This design comes from an exercise in tuning for small area, a short achievable clock period and few clock cycles on the open sky130 flow, not from production work. Where RTL was checked, it was by simulation tests only, not by an equivalence proof against the original.

==> inputs of run C <==
==> flow/design.v <==
module eclog_crc_step (
    input  wire [15:0] crc_in,
    input  wire [7:0]  data,
    output wire [15:0] crc_out
);
    wire [7:0] x  = crc_in[15:8] ^ data;
    wire [7:0] xs = x ^ {4'b0000, x[7:4]};
    assign crc_out = {crc_in[7:0], 8'h00} ^ {xs[3:0], 12'h000} ^ {3'b000, xs, 5'b00000} ^ {8'h00, xs};
endmodule
module eclog_core (
    input  wire        clk,
    input  wire        rst,
    input  wire        in_valid,
    input  wire [7:0]  in_data,
    output reg         in_ready,
    output reg         out_valid,
    output reg  [7:0]  out_data,
    input  wire        out_ready,
    output reg         mem_req,
    output reg         mem_we,
    output reg  [10:0] mem_addr,
    output reg  [7:0]  mem_wdata,
    input  wire        mem_ready,
    input  wire [7:0]  mem_rdata
);
    localparam [7:0] NL = 8'h0A;
    localparam [6:0] P_BOOT  = 7'd0;
    localparam [6:0] P_ENTRY = 7'd6;
    localparam [6:0] P_ADDR  = 7'd17;
    localparam [6:0] P_NOENT = 7'd37;
    localparam [6:0] P_INV   = 7'd65;
    localparam [6:0] P_FULL  = 7'd80;
    reg         e_msg;         
    reg         e_pay;         
    reg         e_hex;         
    reg         e_sel;         
    reg  [6:0]  ptr;
    reg  [5:0]  oslot;         
    reg  [5:0]  scan_slot;     
    reg         scan_done;     
    reg  [1:0]  sph;           
    reg  [15:0] crc;
    reg         wr_erase;
    reg         wr_probe;      
    reg  [5:0]  cursor;
    reg         boot;          
    reg  [3:0]  lst;           
    reg         disp;          
    reg         rs;            
    reg         e_msg_n, e_pay_n, e_hex_n, e_sel_n;
    reg  [6:0]  ptr_n;
    reg  [5:0]  oslot_n;
    reg  [5:0]  scan_slot_n;
    reg         scan_done_n;
    reg  [1:0]  sph_n;
    reg  [15:0] crc_n;
    reg         wr_erase_n, wr_probe_n;
    reg  [5:0]  cursor_n;
    reg         boot_n;
    reg  [3:0]  lst_n;
    reg         disp_n;
    reg         rs_n;
    reg         out_valid_n;
    reg  [7:0]  out_data_n;
    reg         mem_we_n;
    reg  [10:0] mem_addr_n;
    reg  [7:0]  mem_wdata_n;
    reg  [7:0]  rom_char;
    localparam integer ROM_LEN = 97;
    localparam [8*ROM_LEN-1:0] ROM_TEXT = 776'h0A216C6C756620676F6C203A726F7272450A217475706E692064696C61766E490A21646E756F662073656972746E6520676F6C2064696C6176206F4E5830203A737365726464612079726F6D654D202E203A7972746E6520676F4C0A2E746F6F42;
    always @* rom_char = ROM_TEXT[8*ptr +: 8];
    reg  [1:0]  rom_next;      
    always @* begin
        case (ptr)
            7'd5, 7'd64, 7'd79, 7'd96: rom_next = 2'd1;
            7'd16:                      rom_next = 2'd2;
            7'd36:                      rom_next = 2'd3;
            default:                    rom_next = 2'd0;
        endcase
    end
    wire [15:0] crc_next;
    eclog_crc_step u_crc (
        .crc_in (crc),
        .data   (mem_rdata),
        .crc_out(crc_next)
    );
    wire [2:0]  fidx = mem_addr[2:0] + 3'd1;
    reg  [7:0]  frame_byte;
    always @* begin
        if (wr_probe)
            case (fidx)
                3'd0: frame_byte = "p";
                3'd1: frame_byte = "r";
                3'd2: frame_byte = "o";
                3'd3: frame_byte = "b";
                3'd4: frame_byte = "e";
                3'd5: frame_byte = 8'h00;
                3'd6: frame_byte = 8'h9E;
                default: frame_byte = 8'h61;
            endcase
        else
            case (fidx)
                3'd0: frame_byte = "B";
                3'd1: frame_byte = "o";
                3'd2: frame_byte = "o";
                3'd3: frame_byte = "t";
                3'd4: frame_byte = 8'h00;
                3'd5: frame_byte = 8'hBA;
                default: frame_byte = 8'h1C;
            endcase
    end
    wire wr_last = wr_erase ? (mem_addr[10:6] == 5'd31)
                            : (mem_addr[2:0] == {2'b11, wr_probe});
    localparam [3:0] L_EMPTY = 4'd0;
    localparam [3:0] L_ERASE = 4'd5;
    localparam [3:0] L_WRITE = 4'd10;
    localparam [3:0] L_READ  = 4'd14;
    localparam [3:0] L_BAD   = 4'd15;
    localparam [8*16-1:0] L_EXP = {8'h00, 8'h00, "dae", 8'h00, "etir", 8'h00, "esar", 8'h00};
    wire [7:0]  l_exp = L_EXP[8*lst +: 8];
    reg  [3:0]  lst_adv;
    always @* begin
        if (lst == L_EMPTY)
            lst_adv = (in_data == "e") ? 4'd1 :
                      (in_data == "w") ? 4'd6 :
                      (in_data == "r") ? 4'd11 : L_BAD;
        else if (lst == L_ERASE || lst == L_WRITE || lst == L_READ || lst == L_BAD
                 || in_data != l_exp)
            lst_adv = L_BAD;
        else
            lst_adv = lst + 4'd1;
    end
    reg  [3:0] hex_nib;
    always @* begin
        case (ptr[1:0])
            2'd3:    hex_nib = {1'b0, oslot[4:2]};
            2'd2:    hex_nib = {oslot[1:0], 2'b00};
            default: hex_nib = 4'd0;
        endcase
    end
    wire [7:0] hex_char = (ptr[1:0] == 2'd0) ? NL :
                          (hex_nib < 4'd10) ? (8'h30 + {4'h0, hex_nib})
                                            : (8'h37 + {4'h0, hex_nib});
    wire [1:0] hex_first = (oslot[4:2] != 3'd0) ? 2'd3 :
                           (oslot[1:0] != 2'd0) ? 2'd2 : 2'd1;
    wire ce       = !out_valid || out_ready;       
    wire take     = in_valid && in_ready;
    wire is_nl    = (in_data == NL);
    wire mr       = mem_ready;
    wire rz       = (mem_rdata == 8'h00);
    wire m_hi     = (mem_rdata == crc[15:8]);
    wire m_lo     = (mem_rdata == crc[7:0]);
    wire scan_use = !mem_we && !e_pay && !scan_done && !rs;
    wire boot_go  = boot && scan_done;
    wire idle     = !(e_msg || e_pay || e_hex || e_sel);
    wire go_msg   = disp && (d_full || d_msg);
    wire go_sel   = disp && d_read;
    wire go_wr    = disp && d_wr;
    wire em_msg   = e_msg || go_msg;
    wire em_sel   = e_sel || go_sel;
    wire d_erase  = (lst == L_ERASE);
    wire d_write  = (lst == L_WRITE) && !cursor[5];
    wire d_full   = (lst == L_WRITE) && cursor[5];
    wire d_read   = (lst == L_READ);
    wire d_msg    = !(lst == L_EMPTY || lst == L_ERASE || lst == L_WRITE || lst == L_READ);
    wire d_wr     = d_erase || d_write;
    wire d_bump   = d_write && (cursor == scan_slot);    
    wire sel_entry = (oslot != scan_slot);         
    wire sel_go    = sel_entry || scan_done;
    wire hex_last  = (ptr[1:0] == 2'd0);
    wire [5:0] ss_inc = scan_slot + 6'd1;
    wire       ss_top = (scan_slot == 6'd31);
    wire sc_bad  = (sph == 2'd0) ? (rz ? (mem_addr[5:0] == 6'd0) : (mem_addr[5:0] == 6'd60))
                 : (sph == 2'd1) ? !m_hi : !m_lo;
    wire sc_good = (sph == 2'd2) && m_lo;
    always @* begin
        if (boot_go)
            mem_addr_n = scan_slot[5] ? 11'd0 : {scan_slot[4:0], 6'd0};
        else if (mem_we)
            mem_addr_n = !mr ? mem_addr :
                         wr_last ? {scan_slot[4:0], 6'd0} :           
                         wr_erase ? {mem_addr[10:6] + 5'd1, mem_addr[5:0]} :
                                    {mem_addr[10:3], fidx};
        else if (e_pay)
            mem_addr_n = !(mr && ce) ? mem_addr : {mem_addr[10:6], mem_addr[5:0] + 6'd1};
        else if (rs)
            mem_addr_n = {scan_slot[4:0], 6'd0};                     
        else if (go_wr)
            mem_addr_n = d_erase ? 11'd0 : {cursor[4:0], 6'd0};
        else if (e_msg && rom_next == 2'd2 && ce)
            mem_addr_n = {oslot[4:0], 6'd0};
        else if (scan_use && mr)
            mem_addr_n = (sph == 2'd2) ? {ss_inc[4:0], 6'd0}
                                       : {mem_addr[10:6], mem_addr[5:0] + 6'd1};
        else
            mem_addr_n = mem_addr;
        if (!scan_use) begin
            sph_n = 2'd0;
            crc_n = 16'hFFFF;
        end else if (!mr) begin
            sph_n = sph;
            crc_n = crc;
        end else begin
            case (sph)
                2'd0:    sph_n = (rz && mem_addr[5:0] != 6'd0) ? 2'd1 : 2'd0;
                2'd1:    sph_n = 2'd2;
                default: sph_n = 2'd0;
            endcase
            crc_n = (sph == 2'd0) ? crc_next : (sph == 2'd2) ? 16'hFFFF : crc;
        end
        if (boot_go) begin
            scan_slot_n = scan_slot[5] ? 6'd0 : ss_inc;
            scan_done_n = scan_slot[5] || ss_top;
        end else if (disp && d_erase) begin
            scan_slot_n = 6'd0;
            scan_done_n = 1'b1;
        end else if (disp && d_bump) begin
            scan_slot_n = ss_inc;
            scan_done_n = ss_top;
        end else if (scan_use && mr && sc_good) begin
            scan_slot_n = ss_inc;
            scan_done_n = ss_top;
        end else begin
            scan_slot_n = scan_slot;
            scan_done_n = scan_done || (scan_use && mr && sc_bad);
        end
        if (boot_go || go_wr)
            mem_we_n = 1'b1;
        else if (mem_we && mr && wr_last)
            mem_we_n = 1'b0;
        else
            mem_we_n = mem_we;
        if (mem_we) begin
            wr_erase_n  = wr_erase;
            wr_probe_n  = wr_probe;
            mem_wdata_n = (mr && !wr_erase) ? frame_byte : mem_wdata;
        end else begin
            wr_erase_n  = boot ? scan_slot[5] : d_erase;
            wr_probe_n  = !boot;
            mem_wdata_n = (boot ? scan_slot[5] : d_erase) ? 8'h00 : boot ? "B" : "p";
        end
        if (boot_go)
            cursor_n = scan_slot[5] ? 6'd0 : scan_slot;
        else if (disp && d_erase)
            cursor_n = 6'd0;
        else if (mem_we && mr && wr_last && !wr_erase)
            cursor_n = cursor + 6'd1;
        else
            cursor_n = cursor;
        boot_n = boot && !scan_done;
        lst_n = take ? (is_nl ? lst : lst_adv) : disp ? L_EMPTY : lst;
        disp_n = take && is_nl;
        rs_n   = e_pay && ce && mr && rz;
        if (!ce)
            out_data_n = out_data;
        else if (em_msg)
            out_data_n = rom_char;
        else if (e_pay)
            out_data_n = rz ? "." : mem_rdata;
        else if (e_hex)
            out_data_n = hex_char;
        else if (em_sel)
            out_data_n = sel_entry ? "L" : "N";
        else
            out_data_n = in_data;                           
        out_valid_n = !ce || take || em_msg || (e_pay && mr) || e_hex || (em_sel && sel_go);
        if (boot_go)
            ptr_n = P_BOOT;
        else if (em_sel)
            ptr_n = sel_entry ? P_ENTRY + 7'd1 : P_NOENT + 7'd1;
        else if (go_msg)
            ptr_n = ce ? ptr + 7'd1 : ptr;
        else if (idle)
            ptr_n = d_full ? P_FULL : P_INV;
        else if (!ce)
            ptr_n = ptr;
        else if (e_msg)
            ptr_n = (rom_next == 2'd2) ? P_ADDR + 7'd1 :
                    (rom_next == 2'd3) ? {5'd0, hex_first} : ptr + 7'd1;
        else if (e_hex)
            ptr_n = {ptr[6:2], ptr[1:0] - 2'd1};
        else
            ptr_n = ptr;
        e_msg_n = (boot_go && !scan_slot[5])
               || (em_msg && !(ce && rom_next != 2'd0))
               || (e_pay && ce && mr && rz)
               || (em_sel && ce && sel_go);
        e_pay_n = (e_msg && ce && rom_next == 2'd2)
               || (e_pay && !(ce && mr && rz));
        e_hex_n = (e_msg && ce && rom_next == 2'd3)
               || (e_hex && !(ce && hex_last));
        e_sel_n = (e_hex && ce && hex_last)
               || (em_sel && !(ce && sel_go));
        if (idle && !disp)
            oslot_n = 6'd0;
        else if (e_hex && ce && hex_last)
            oslot_n = oslot + 6'd1;
        else
            oslot_n = oslot;
    end
    always @(posedge clk) begin
        if (rst) begin
            e_msg     <= 1'b0;
            e_pay     <= 1'b0;
            e_hex     <= 1'b0;
            e_sel     <= 1'b0;
            ptr       <= 7'd0;
            oslot     <= 6'd0;
            scan_slot <= 6'd0;
            scan_done <= 1'b0;
            sph       <= 2'd0;
            crc       <= 16'hFFFF;
            wr_erase  <= 1'b0;
            wr_probe  <= 1'b0;
            cursor    <= 6'd0;
            boot      <= 1'b1;
            lst       <= L_EMPTY;
            disp      <= 1'b0;
            rs        <= 1'b0;
            out_valid <= 1'b0;
            out_data  <= 8'h00;
            mem_we    <= 1'b0;
            mem_addr  <= 11'd0;
            mem_wdata <= 8'h00;
            in_ready  <= 1'b0;
            mem_req   <= 1'b1;
        end else begin
            e_msg     <= e_msg_n;
            e_pay     <= e_pay_n;
            e_hex     <= e_hex_n;
            e_sel     <= e_sel_n;
            ptr       <= ptr_n;
            oslot     <= oslot_n;
            scan_slot <= scan_slot_n;
            scan_done <= scan_done_n;
            sph       <= sph_n;
            crc       <= crc_n;
            wr_erase  <= wr_erase_n;
            wr_probe  <= wr_probe_n;
            cursor    <= cursor_n;
            boot      <= boot_n;
            lst       <= lst_n;
            disp      <= disp_n;
            rs        <= rs_n;
            out_valid <= out_valid_n;
            out_data  <= out_data_n;
            mem_we    <= mem_we_n;
            mem_addr  <= mem_addr_n;
            mem_wdata <= mem_wdata_n;
            in_ready  <= !boot_n && !(e_msg_n || e_pay_n || e_hex_n || e_sel_n)
                         && !mem_we_n && !out_valid_n;
            mem_req   <= mem_we_n || e_pay_n || !scan_done_n;
        end
    end
endmodule
==> flow/flow/run.sh <==
#!/bin/bash
# The standard layout (standard.sh, synthesis unchanged), with the
# input and output ports buffered by sky130_fd_sc_hd__buf_2 instead of the
# delay-cell buffer ORFS picks by default. make's full output goes to
# standard.log; ORFS keeps each step's log under orfs/logs/.
set -euo pipefail
export BUFFER_PORTS_ARGS="-buffer_cell sky130_fd_sc_hd__buf_2"
bash standard.sh > standard.log 2>&1
==> flow/standard.sh <==
#!/bin/bash
# synth_recipe.tcl (not shown) runs the flow's synth.tcl, then flattens the netlist and writes it again
# the make line also repeats each setting of config.mk as NAME=value (left out here)
make -C /OpenROAD-flow-scripts/flow DESIGN_CONFIG=/design/flow/config.mk WORK_HOME=/design/flow/orfs CLKGATE_MAP_FILE= SYNTH_SCRIPT=/design/flow/synth_recipe.tcl "${@:-finish}"
==> flow/config.mk <==
export PLATFORM = sky130hd
export DESIGN_NAME = eclog_core
export DESIGN_NICKNAME = eclog_core
export VERILOG_FILES = /design/flow/design.v
export SDC_FILE = /design/flow/constraint.sdc
export NUM_CORES = 4
export LEC_CHECK = 0
export ABC_AREA = 1
export CAP_MARGIN = 20
export CORE_MARGIN = 2
export CORE_UTILIZATION = 60
export PLACE_DENSITY = 0.75
export SETUP_SLACK_MARGIN = 4.7
export SLEW_MARGIN = 20
==> flow/constraint.sdc <==
create_clock -name core_clock -period 7.0 [get_ports {clk}]
set_input_delay 1.4000 -clock core_clock [delete_from_list [all_inputs] [get_ports {clk}]]
set_output_delay 1.4000 -clock core_clock [all_outputs]
set_load 0.01 [all_outputs]
==> inputs of run Y, as changes to run C <==
--- a/flow/design.v
+++ b/flow/design.v
@@ -67,7 +67,125 @@
     reg  [7:0]  mem_wdata_n;
     reg  [7:0]  rom_char;
-    localparam integer ROM_LEN = 97;
-    localparam [8*ROM_LEN-1:0] ROM_TEXT = 776'h0A216C6C756620676F6C203A726F7272450A217475706E692064696C61766E490A21646E756F662073656972746E6520676F6C2064696C6176206F4E5830203A737365726464612079726F6D654D202E203A7972746E6520676F4C0A2E746F6F42;
-    always @* rom_char = ROM_TEXT[8*ptr +: 8];
+    reg  [4:0]  rom_code;
+    always @* begin
+        case (ptr)
+            7'd0: rom_code = 5'd2;   
+            7'd1: rom_code = 5'd15;   
+            7'd2: rom_code = 5'd15;   
+            7'd3: rom_code = 5'd20;   
+            7'd4: rom_code = 5'd10;   
+            7'd5: rom_code = 5'd0;   
+            7'd6: rom_code = 5'd27;   
+            7'd7: rom_code = 5'd15;   
+            7'd8: rom_code = 5'd7;   
+            7'd9: rom_code = 5'd3;   
+            7'd10: rom_code = 5'd5;   
+            7'd11: rom_code = 5'd14;   
+            7'd12: rom_code = 5'd20;   
+            7'd13: rom_code = 5'd18;   
+            7'd14: rom_code = 5'd25;   
+            7'd15: rom_code = 5'd17;   
+            7'd16: rom_code = 5'd3;   
+            7'd17: rom_code = 5'd10;   
+            7'd18: rom_code = 5'd3;   
+            7'd19: rom_code = 5'd28;   
+            7'd20: rom_code = 5'd5;   
+            7'd21: rom_code = 5'd13;   
+            7'd22: rom_code = 5'd15;   
+            7'd23: rom_code = 5'd18;   
+            7'd24: rom_code = 5'd25;   
+            7'd25: rom_code = 5'd3;   
+            7'd26: rom_code = 5'd1;   
+            7'd27: rom_code = 5'd4;   
+            7'd28: rom_code = 5'd4;   
+            7'd29: rom_code = 5'd18;   
+            7'd30: rom_code = 5'd5;   
+            7'd31: rom_code = 5'd19;   
+            7'd32: rom_code = 5'd19;   
+            7'd33: rom_code = 5'd17;   
+            7'd34: rom_code = 5'd3;   
+            7'd35: rom_code = 5'd11;   
+            7'd36: rom_code = 5'd24;   
+            7'd37: rom_code = 5'd29;   
+            7'd38: rom_code = 5'd15;   
+            7'd39: rom_code = 5'd3;   
+            7'd40: rom_code = 5'd22;   
+            7'd41: rom_code = 5'd1;   
+            7'd42: rom_code = 5'd12;   
+            7'd43: rom_code = 5'd9;   
+            7'd44: rom_code = 5'd4;   
+            7'd45: rom_code = 5'd3;   
+            7'd46: rom_code = 5'd12;   
+            7'd47: rom_code = 5'd15;   
+            7'd48: rom_code = 5'd7;   
+            7'd49: rom_code = 5'd3;   
+            7'd50: rom_code = 5'd5;   
+            7'd51: rom_code = 5'd14;   
+            7'd52: rom_code = 5'd20;   
+            7'd53: rom_code = 5'd18;   
+            7'd54: rom_code = 5'd9;   
+            7'd55: rom_code = 5'd5;   
+            7'd56: rom_code = 5'd19;   
+            7'd57: rom_code = 5'd3;   
+            7'd58: rom_code = 5'd6;   
+            7'd59: rom_code = 5'd15;   
+            7'd60: rom_code = 5'd21;   
+            7'd61: rom_code = 5'd14;   
+            7'd62: rom_code = 5'd4;   
+            7'd63: rom_code = 5'd8;   
+            7'd64: rom_code = 5'd0;   
+            7'd65: rom_code = 5'd26;   
+            7'd66: rom_code = 5'd14;   
+            7'd67: rom_code = 5'd22;   
+            7'd68: rom_code = 5'd1;   
+            7'd69: rom_code = 5'd12;   
+            7'd70: rom_code = 5'd9;   
+            7'd71: rom_code = 5'd4;   
+            7'd72: rom_code = 5'd3;   
+            7'd73: rom_code = 5'd9;   
+            7'd74: rom_code = 5'd14;   
+            7'd75: rom_code = 5'd16;   
+            7'd76: rom_code = 5'd21;   
+            7'd77: rom_code = 5'd20;   
+            7'd78: rom_code = 5'd8;   
+            7'd79: rom_code = 5'd0;   
+            7'd80: rom_code = 5'd23;   
+            7'd81: rom_code = 5'd18;   
+            7'd82: rom_code = 5'd18;   
+            7'd83: rom_code = 5'd15;   
+            7'd84: rom_code = 5'd18;   
+            7'd85: rom_code = 5'd17;   
+            7'd86: rom_code = 5'd3;   
+            7'd87: rom_code = 5'd12;   
+            7'd88: rom_code = 5'd15;   
+            7'd89: rom_code = 5'd7;   
+            7'd90: rom_code = 5'd3;   
+            7'd91: rom_code = 5'd6;   
+            7'd92: rom_code = 5'd21;   
+            7'd93: rom_code = 5'd12;   
+            7'd94: rom_code = 5'd12;   
+            7'd95: rom_code = 5'd8;   
+            7'd96: rom_code = 5'd0;   
+            default: rom_code = ptr[4:0];
+        endcase
+    end
+    always @* begin
+        case (rom_code)
+            5'd0: rom_char = 8'h0A;
+            5'd2: rom_char = 8'h42;
+            5'd3: rom_char = 8'h20;
+            5'd8: rom_char = 8'h21;
+            5'd10: rom_char = 8'h2E;
+            5'd11: rom_char = 8'h30;
+            5'd17: rom_char = 8'h3A;
+            5'd23: rom_char = 8'h45;
+            5'd24: rom_char = 8'h58;
+            5'd26: rom_char = 8'h49;
+            5'd27: rom_char = 8'h4C;
+            5'd28: rom_char = 8'h4D;
+            5'd29: rom_char = 8'h4E;
+            default: rom_char = {3'b011, rom_code};
+        endcase
+    end
     reg  [1:0]  rom_next;      
     always @* begin
==> flow/run.sh (new file) <==
#!/bin/bash
# synth_recipe.tcl (not shown) runs the flow's synth.tcl, then flattens the netlist and writes it again
# the make line also repeats each setting of config.mk as NAME=value (left out here)
make -C /OpenROAD-flow-scripts/flow DESIGN_CONFIG=/design/flow/config.mk WORK_HOME=/design/flow/orfs CLKGATE_MAP_FILE= SYNTH_SCRIPT=/design/flow/synth_recipe.tcl finish
CORE_UTILIZATION = 40   (was 60)
PLACE_DENSITY = default   (was 0.75)
SETUP_SLACK_MARGIN = 4.3   (was 4.7)
removed: flow/flow/run.sh
removed: flow/standard.sh
==> comparison <==
- Flip-flop and latch count is the same in run Y and run C.
- Of run C and run Y, run C has the higher worst setup slack (gap 0.38 ns).
- In run C the non-clock buffer count is lower than in run Y, by 32.
- Synthesized area: run C is larger than run Y (4.9%).
Testbench counts of run C, summed over its fixed seeds: cycles 45,479.
Only the layout flow was run in run Y; the RTL was not checked for function there.

afterwards: timing with drivers on the ports:
Ports are ideal in the flow. The routed layouts listed here were re-timed in OpenROAD. Step 1: set_driving_cell puts a clkbuf_16 on clk and a buf_2 on each other input, an assumption about the parent block. Step 2, shift: input delay + t, output delay - t, t = (earliest + latest rising clock arrival at the registers) / 2. This alone moves slack from input paths to output paths. a / b / c = ideal / step 1 / step 2; a / b = the first two.
| run | shift t [ns] | slack for setup (ns) | worst hold slack (ns) | pins driven straight from the clock port |
|---|---|---|---|---|
| run C | 0.400 | 4.556 / 4.558 / 4.158 | 0.462 / 0.462 / 0.462 | 1 |
| run Y | 0.389 | 4.176 / 4.176 / 3.899 | 0.469 / 0.469 / 0.469 | 1 |
After both steps setup and hold are still met in every run listed. For run C, which loses most, drivers alone change the setup slack by +0.002 ns; drivers and shift together by -0.398 ns.
